Source: an optimization exercise on an open RTL-to-GDS flow (aim: small area, a short achievable clock period and few clock cycles). Production flows keep margins and buffers that such runs may drop. In this exercise RTL edits were held to simulation tests only and were not proved equivalent to the original. No activity file was given, so power comes from the tool's default toggle rates.

### run.sh
#!/bin/bash
# synth_recipe.tcl (not shown) runs the flow's synth.tcl, then flattens the netlist and writes it again
# the make line also repeats each setting of config.mk as NAME=value (left out here)
make -C /OpenROAD-flow-scripts/flow DESIGN_CONFIG=/design/flow/config.mk WORK_HOME=/design/flow/orfs CLKGATE_MAP_FILE= SYNTH_SCRIPT=/design/flow/synth_recipe.tcl finish
### config.mk
export PLATFORM = sky130hd
export DESIGN_NAME = ghash_unit
export DESIGN_NICKNAME = ghash_unit
export VERILOG_FILES = /design/flow/design.v
export SDC_FILE = /design/flow/constraint.sdc
export NUM_CORES = 4
export LEC_CHECK = 0
export CAP_MARGIN = 20
export CORE_MARGIN = 2
export CORE_UTILIZATION = 40
export SLEW_MARGIN = 20
### design.v
module ghash_unit (
    input  wire         clk,
    input  wire         rst,           
    input  wire         in_valid,
    output wire         in_ready,
    input  wire [127:0] acc_in,
    input  wire [127:0] h_in,
    input  wire [127:0] data_in,
    output reg          out_valid,
    output wire [127:0] out_data
);
    reg         busy;
    reg [6:0]   cnt;
    reg [127:0] x;        
    reg [127:0] v;        
    reg [127:0] z;        
    assign in_ready = !busy;
    assign out_data = z;
    wire [127:0] z_next = x[127] ? (z ^ v) : z;
    wire [127:0] v_next = v[0] ? ((v >> 1) ^ {8'he1, 120'h0}) : (v >> 1);
    always @(posedge clk) begin
        if (rst) begin
            busy      <= 1'b0;
            cnt       <= 7'h0;
            x         <= 128'h0;
            v         <= 128'h0;
            z         <= 128'h0;
            out_valid <= 1'b0;
        end else begin
            out_valid <= 1'b0;
            if (!busy) begin
                if (in_valid) begin
                    busy <= 1'b1;
                    cnt  <= 7'h0;
                    x    <= acc_in ^ data_in;
                    v    <= h_in;
                    z    <= 128'h0;
                end
            end else begin
                z   <= z_next;
                v   <= v_next;
                x   <= {x[126:0], 1'b0};
                cnt <= cnt + 7'h1;
                if (cnt == 7'd127) begin
                    busy      <= 1'b0;
                    out_valid <= 1'b1;
                end
            end
        end
    end
endmodule
### constraint.sdc
create_clock -name core_clock -period 10.0 [get_ports {clk}]
set_input_delay 2.0000 -clock core_clock [delete_from_list [all_inputs] [get_ports {clk}]]
set_output_delay 2.0000 -clock core_clock [all_outputs]
set_load 0.01 [all_outputs]
==> results_tabular.tex <==
\begin{tabular}{lr}
\hline
Metric & Value \\
\hline
\multicolumn{2}{l}{\textbf{CTS}} \\
Clock slew at reported path FFs & 0.06 ns \\
Depth of the CTS H-tree & 2 \\
Largest buffer count on any clock path & 3 \\
CTS tree & done \\
Count of buffers added by post-CTS timing repair for setup & 0 \\
PostCTS Resize Cnt & 0 \\
Sinks on the clock net & 393 \\
Inserted Clock Buffers & 44 \\
Root buffer cell & clkbuf\_16 \\
Clock Latency Late Sink & 0.55 ns \\
Number of hold buffers added after CTS & 0 \\
\multicolumn{2}{l}{\textbf{Detailed routing}} \\
Number of iterations in the first detailed-routing pass & 5 \\
Wire length reported by the detailed router & 53.0 mm \\
DRC violations left & 0 \\
Wire length per cell after detailed routing & 17.5 um \\
Count of vias placed by the detailed router & approximately 15000 \\
Via-per-instance ratio & 5.00 \\
DRT antenna net count & 0 \\
Violation count after the first detailed-route iteration & 1145 \\
\multicolumn{2}{l}{\textbf{Power and ir drop}} \\
Overall power consumption & $\sim$3.8 mW \\
Power per Cell Area & around 150 mW/mm2 \\
Switching power as a share of total power & 24.7\% \\
Clock network power share & 41.0\% \\
Worst-case vdd ir drop & 0.0991 mV \\
Int Pwr & 2.85 mW \\
Sequential cell fraction of total power & 45.0\% \\
Switching power & 0.935 mW \\
Power share of the combinational group & 14.0\% \\
Cell leakage power & 9.19 nW \\
\multicolumn{2}{l}{\textbf{Hold path}} \\
Worst Hold Class & flop to flop \\
Launch instance of the worst min-delay path & v[21]\$\_SDFFE\_PP0P\_ \\
Min-Delay Path Depth & 2 \\
End of the worst hold path & v[20]\$\_SDFFE\_PP0P\_ \\
\multicolumn{2}{l}{\textbf{Setup path}} \\
Flop-to-flop setup slack & 7.05 ns \\
Worst R2R Start & busy\$\_SDFF\_PP0\_ \\
Worst Path Class, Setup & input port to flop \\
Kind of start point of the critical path & input port \\
Biggest fanout along the worst timing path & between 70 and 80 \\
Critical R2R Capture & z[86]\$\_SDFFE\_PP0P\_ \\
Required time of the worst setup path & 10.37 ns \\
Critical path capture point type & flop \\
Number of cells on the worst reg-to-reg path & 5 \\
Arrival time at the worst endpoint & approximately 4.8 ns \\
\multicolumn{2}{l}{\textbf{Final layout}} \\
P\&R area growth vs syn & 35.8\% \\
Share of cells above drive strength 1 & 8.12\% \\
Final Net Count & roughly 2800 \\
\multicolumn{2}{l}{\textbf{Global route}} \\
GRT Total Usage & between 20\% and 30\% \\
Leftover overflow at the end of global routing & 0 \\
Pin count of the biggest net entering global routing & about 100 \\
Initial antenna violation count & 8 \\
First-pass GRT wire length & 82.0 mm \\
Number of global-route vias before repair & 14700 \\
\multicolumn{2}{l}{\textbf{Place}} \\
Detailed-placement wirelength estimate & 36.6 mm \\
Routability-driven placement congestion ratio & roughly 0.79 \\
Count of port buffers added during placement & 516 \\
\multicolumn{2}{l}{\textbf{Synth}} \\
Portion of synthesized cell area occupied by the leading cell type & 43.7\% \\
Async set-or-reset flop fraction in the synthesized netlist & 0\% \\
Total nets after synthesis & 2388 \\
Number of distinct library cells after synthesis & 34 \\
Synthesized flop and latch total & a little under 400 \\
Yosys warns & 1 \\
Leading cell types by total area after synthesis & dfxtp\_1 (44\%), xor2\_1 (12\%), nand2\_1 (7.8\%), mux2\_2 (7.4\%), mux2i\_1 (7.3\%) \\
Gate Count Post-Synth & 2000 \\
Netlist area before placement & 0.0180 mm2 \\
Post-synthesis cell type with the largest combined area & dfxtp\_1 \\
Cell with the most instances after synthesis & dfxtp\_1 \\
Most used flip-flop cell after synthesis & dfxtp\_1 \\
Cell types with the highest counts after synthesis & dfxtp\_1 (393), nand2\_1 (373), xor2\_1 (252) \\
Count of flip-flops with a built-in enable after synthesis & 0 \\
Synthesized area divided by synthesized cell count & 9.01 um2 \\
Share of the yosys chip area belonging to registers & 43.7\% \\
\multicolumn{2}{l}{\textbf{Floorplanning}} \\
Area of the core region & roughly 0.044 mm2 \\
Horizontal die dimension & 216 um \\
Number of top-level pins & between 500 and 600 \\
Die extent in y & 216 um \\
Core Rows & 77 \\
Initial core utilization & 40.7\% \\
Die Area & 0.0468 mm2 \\
\multicolumn{2}{l}{\textbf{STA}} \\
Share of the clock period used by the worst path & 44.0\% \\
RSZ-0062 raised after global routing & false \\
Relative slew margins & 24.1\% \\
Clock period minus worst slack & 4.40 ns \\
Fmax achieved & 227 MHz \\
Number of endpoints failing setup at the final stage & 0 \\
Max-slew violation count & 0 \\
Post-Route Setup TNS & 0 ns \\
Worst Clk Skew & 0.0135 ns \\
Actual transition at the worst max-transition pin & $\sim$1.1 ns \\
Post-Route Hold Slack & $\sim$0.46 ns \\
Count of final hold-check violations & 0 \\
\multicolumn{2}{l}{\textbf{Flow run}} \\
Max Cap Viol & 0 \\
\multicolumn{2}{l}{\textbf{Run status}} \\
Status & no timing/DRC/antenna violations \\
\hline
\end{tabular}
-- layer usage --
layer,GRT usage (%),wire length [um],vias to the layer above
met5,0,9,-
met4,5.91,832,2
met3,4.14,3570,58
met2,37.4,25700,506
met1,28.3,22900,7035
li1,-,-,7581
-- registers in the layout, indices dropped and copies added (netlist names) --
name / cells
v: 128
cnt: 7
busy: 1
out_valid: 1
z: 128
x: 128
-- cells in the final DEF (no fill, tap or decap), types with 4 or more instances in the layout --
| cell | n |
|---|---|
| nor2b_1 | 5 |
| inv_1 | 8 |
| mux2_2 | 119 |
| o21ai_0 | 9 |
| o22ai_1 | 127 |
| xor2_1 | 252 |
| clkbuf_8 | 8 |
| buf_4 | 13 |
| a21oi_1 | 130 |
| clkbuf_1 | 12 |
| nand2_1 | 371 |
| clkbuf_16 | 45 |
| mux2i_1 | 131 |
| nor2_1 | 129 |
| clkinv_2 | 4 |
| a211oi_1 | 15 |
| dfxtp_1 | 391 |
| clkdlybuf4s50_1 | 514 |
| or3_1 | 7 |
| nand3_1 | 123 |
| diode_2 | 6 |
-- through the flow --
step	area [um2]	worst slack, ns	util [%]	cells
2_1_floorplan	18000	7.01	-	2000
3_3_place_gp	23100	5.16	52.1	2960
3_5_place_dp	23100	5.11	52.1	2960
4_1_cts	24500	5.58	55.2	3030
5_1_grt	24500	5.50	55.2	3034
6_report	24500	5.60	55.2	3036
-- cell type report --
type / count / area [um2]
fill: 4123 / 19900
sequential: 393 / 7880
antenna: 6 / 15.0
inverter: 9 / 36.3
timing repair buffer: 529 / 5270
tap: 592 / 741
clock inverter: 6 / 80.1
multi-input combinational: 1437 / 9180
clock buffer: 64 / 1270
-- logic make-up after synthesis --
kind of cell / Yosys count / synth area share, %
AOI/OAI and AO/OA: 286 / 9.15
xor gates and xnor gates: 254 / 12.3
adders and majority gates: 1 / 0.0694
buffers and inverters: 170 / 5.47
DFF: 393 / 43.7
muxes: 250 / 14.7
and+or+nand+nor: 646 / 14.6
-- worst max-delay path, cell delays in order --
cell	delay, ns
buf_8	0.40
buf_4	0.83
buf_4	0.90
mux2i_1	0.29
o22ai_1	0.12
-- how the worst max path moves through the flow --
stage / cells after the start / from / endpoint
2_1_floorplan: 6 / in_valid / v[92]$_SDFFE_PP0P_
6_report: 5 / in_valid / x[73]$_SDFFE_PP0P_
4_1_cts: 2 / busy$_SDFF_PP0_ / in_ready
3_3_place_gp: 5 / in_valid / x[18]$_SDFFE_PP0P_
5_1_grt: 5 / in_valid / x[14]$_SDFFE_PP0P_
3_5_place_dp: 5 / in_valid / x[14]$_SDFFE_PP0P_
-- power by group through the flow --
stage	clock network, mW	registers (mW)	logic [mW]
final	1.55	1.70	0.529
after global routing	1.66	1.71	0.577
after CTS	1.60	1.70	0.534
after detailed placement	0	1.74	0.532
after global placement	0	1.73	0.525
after floorplan	0	1.71	0.317
Testbench counts, summed over its fixed seeds: cycles 74,880.

-- static timing again, ports no longer ideal --
How much do the figures lean on ideal ports? The routed layout below was timed once more, with nothing changed but the port constraints.
Step 1, drivers: a clkbuf_16 drives clk and a buf_2 each remaining input, both assumed.
Step 2 adds t to the input delays and takes it off the output delays; t is the mean of the earliest and latest rising clock arrival at the registers after step 1. Input paths then give back, and output paths get back, about the clock's delay inside the block.
Three values: ideal, step 1, step 2; two values: the first two.
t (ns): 0.605
slack for setup (ns): 5.603 / 5.587 / 5.000
hold slack, ns: 0.461 / 0.461 / 0.461
worst slew at a driven data input, ns: 0.10
cell pins on the clock port's net: 1
After both steps setup and hold are still met in this run. The setup slack of this run moves by -0.016 ns with the drivers and by -0.603 ns with both steps.
